From an optimization exercise on the open Yosys and OpenROAD flow, aimed at small area, a short achievable clock period and few clock cycles per item; shortcuts taken in it are not production practice. Only simulation tests tie the RTL to the original design; equivalence was not proved. Power is estimated from default activity; no workload was simulated.

before:
Design magicgen, start of the top module:
module magicgen (
    input  wire         clk,
    input  wire         rst,
    input  wire         cmd_valid,
    output wire         cmd_ready,
    input  wire [129:0] cmd_word,
    output wire         rsp_valid,
    input  wire         rsp_ready,
    output wire [40:0]  rsp_word
);
    localparam [1:0] OP_MUL32  = 2'd0;
    localparam [1:0] OP_SMAGIC = 2'd1;
    localparam [1:0] OP_UMAGIC = 2'd2;
    localparam [1:0] OP_MODINV = 2'd3;
    reg s_idle, s_start, s_pha, s_phb, s_loop, s_resp;
    reg pre;                
    reg [1:0]  op;
    reg        rng_ok;      
    reg        neg;         
    reg [31:0] dv;          
    reg [31:0] nc;          
    reg [31:0] q2;          
    reg        af;          
    reg [31:0] r2;
    reg [32:0] q1;          
    reg [31:0] r1;
    reg [6:0]  p;
    reg [1:0]  o_st;
    reg        o_add;
    assign cmd_ready = s_idle;
    assign rsp_valid = s_resp;
    assign rsp_word  = {o_st, o_add, p[6], p[4:0], q2};
    wire is_s = (op == OP_SMAGIC);
    wire is_u = (op == OP_UMAGIC);
    wire is_m = (op == OP_MUL32);
    wire is_i = (op == OP_MODINV);
    integer k;
    wire        go     = s_start | (s_idle & pre);
    wire        st_neg = is_s & dv[31];
    wire [31:0] st_x = st_neg ? ~dv : dv;
    wire [31:0] sm0 = st_x | (st_x >> 1);
    wire [31:0] sm1 = sm0 | (sm0 >> 2);
  ...
export LEC_CHECK = 0
export CAP_MARGIN = 20
export CORE_MARGIN = 2
export CORE_UTILIZATION = 55
export PLACE_DENSITY = 0.7
export SLEW_MARGIN = 20
create_clock -name core_clock -period 20.0 [get_ports {clk}]
standard.sh (not shown) runs the stock make flow with config.mk's settings and CLKGATE_MAP_FILE= SYNTH_SCRIPT=/design/flow/synth_recipe.tcl, a recipe that flattens the netlist after the stock synthesis.
==> flow/flow/run.sh <==
#!/bin/bash
# Standard ORFS layout (the standard.sh, unchanged synthesis), with the
# timing repair after placement, CTS and global routing aimed at 15 ns of setup
# slack on the 20 ns clock instead of 0, so that the resizer sizes the
# critical paths. The SDC and all constraints are the design's.
set -euo pipefail
bash standard.sh synth > synth.log 2>&1
bash standard.sh SETUP_SLACK_MARGIN=15 finish > layout.log 2>&1
Testbench counts of before, summed over its fixed seeds: cycles 72,385, cmds 2,400.
> inputs changed (before -> after)
diff --git a/flow/design.v b/flow/design.v
--- a/flow/design.v
+++ b/flow/design.v
@@ -60,23 +60,22 @@
     wire st_upow    = is_u && st_pow2;
     wire st_lp      = is_m || is_i;
     wire st_now     = st_err || st_upow;              
     wire [31:0] st_r2   = st_pow2 ? {1'b0, lead[31:1]} : lead;
     wire [6:0]  st_p    = {2'b0, st_L} - {6'h0, st_pow2};
     wire [34:0] md   = neg ? {3'b111, dv} : ~{3'b000, dv};
     wire        mcin = ~neg;
     wire [34:0] t1  = {2'b0, r2, 1'b0} + md + {34'h0, mcin};
     wire        b1  = ~t1[34];
     wire [31:0] r2h = b1 ? t1[31:0] : {r2[30:0], 1'b0};    
-    wire        lp0  = !p[4];                       
-    wire        m_i  = s_loop & is_i & !lp0;
-    wire [1:0]  j1   = lp0 ? 2'd2 : is_i ? {r1[1] ^ (r1[0] & dv[1]), r1[0]} : q1[1:0];
+    wire        m_i  = s_loop & is_i;
+    wire [1:0]  j1   = go ? 2'd2 : is_i ? {r1[1] ^ (r1[0] & dv[1]), r1[0]} : q1[1:0];
     reg  [31:0] mul1;
     always @(*) case (j1)
         2'd0: mul1 = 32'h0;
         2'd1: mul1 = dv;
         2'd2: mul1 = {dv[30:0], 1'b0};
         default: mul1 = nc[31:0];
     endcase
     reg  [34:0] l1_a, l1_b;
     reg         l1_c;
     always @(*) begin
@@ -116,21 +115,22 @@
             end
             if (s_resp) pre <= cmd_valid;
             if (s_idle) pre <= 1'b0;
             if (s_idle && !pre && cmd_valid) begin
                 s_idle  <= 1'b0;
                 s_start <= 1'b1;
             end
             if (go) begin
                 o_st  <= st_err ? (!rng_ok ? 2'd1 : is_i ? 2'd3 : 2'd2) : 2'd0;
                 o_add <= 1'b0;
-                p     <= st_now ? 7'd32 : st_lp ? 7'd15 : st_p;
+                p     <= st_now ? 7'd32 : st_lp ? 7'd16 : st_p;
+                nc    <= t2[31:0];
                 q2    <= (st_err || !st_upow) ? 32'h0 : {st_urev[30:0], 1'b0};
                 neg   <= st_neg;
                 if (s_start || cmd_valid) begin
                     s_idle  <= 1'b0;
                     s_start <= 1'b0;
                     if (st_lp && !st_err) s_loop <= 1'b1;
                     else if (st_now)      s_resp <= 1'b1;
                     else                  s_pha  <= 1'b1;
                 end
             end
@@ -153,39 +153,37 @@
                 if (stop) begin
                     q2    <= val;
                     o_add <= is_u & af;
                     s_phb <= 1'b0; s_resp <= 1'b1;
                 end else begin
                     q1 <= {q1[31:0], bq};
                     q2 <= {q2[30:0], b1};
                     p  <= p + 7'd1;
                 end
             end
-            if (s_loop && lp0) begin
-                nc <= t2[31:0];
-                p  <= p + 7'd1;
-            end
-            if (s_loop && !lp0) begin
+            if (s_loop) begin
                 q1 <= {2'h0, q1[32:2]};
                 q2 <= {o1, q2[31:2]};
                 p  <= p + 7'd1;
                 if (p == 7'd31) begin s_loop <= 1'b0; s_resp <= 1'b1; end
             end
             if (s_resp && rsp_ready) begin
                 s_resp <= 1'b0;
                 s_idle <= 1'b1;
             end
         end
     end
     always @(posedge clk) begin
         r2 <= go ? st_r2 : r2h;
         af <= go ? 1'b0 : (af | q2[31]);
-        if (go)
-            r1 <= dv;
+        if ((s_idle && !pre) || s_resp)
+            r1 <= cmd_word[31:0];
+        else if (go)
+            r1 <= {31'h0, is_i};
         else if (s_pha)
             r1 <= (is_s && pa_sp) ? 32'h7FFFFFFF : r2h;
         else if (s_phb)
             r1 <= r1b;
         else
-            r1 <= lp0 ? {31'h0, is_i} : r1l;
+            r1 <= r1l;
     end
 endmodule
Results
For async set-reset flop share out of synthesis, before and after come out practically identical.
Going from before to after, layout buffering overhead excluding clock cells now smaller, final standard cell count with taps included and fillers excluded now smaller, synthesized cell count now smaller.
| area fraction in compound gates after synthesis | after vs before | 2.4 points higher |
Est. power | after vs before | after lower
Of the two values seen for most common cell after layout, fill and taps aside, nand2_1 was produced by after and nor2_1 by before.
Compared with before, in after sum of met2 wire segment lengths after detailed routing now sits lower; vias after detailed routing shows a reduction of 3.3%.
Beginning of the critical path = q2[2]: after; beginning of the critical path = q2[31]: before
As far as top achievable clock speed is concerned, before and after perform about the same.
When after is set beside before, its number of antenna violations at the first check in global routing turns out to be 1 smaller.
Clock transition time at the flip-flop clock pins of the worst setup and hold paths essentially unchanged between before and after.
The period utilization was comparable across before and after.
Side by side, combined global-route utilization of all metal layers turned out lower in after than in before.
Testbench counts of after, summed over its fixed seeds: cycles 71,752, cmds 2,400.

-- what the ideal ports hide --
In the flow no input, the clock included, has a driving cell. The finished layouts below were timed again as built, in two steps.
Step 1 assumes that a clkbuf_16 drives the clock port and a buf_2 every other input.
Step 2 times the ports against the registers' clock, not the clock port: input delays grow and output delays shrink by t, the midpoint of the rising clock arrivals with the driver on.
a / b / c = ideal / step 1 / step 2; a / b = the first two.
| run | shift t [ns] | setup slack, ns | clock arrival spread, ns |
|---|---|---|---|
| before | 0.621 | 14.783 / 14.726 / 14.460 | 0.025 / 0.026 |
| after | 0.633 | 14.780 / 14.722 / 14.402 | 0.035 / 0.035 |
After both steps setup and hold are still met in every run listed. For after, which loses most, drivers alone change the setup slack by -0.058 ns; drivers and shift together by -0.378 ns.
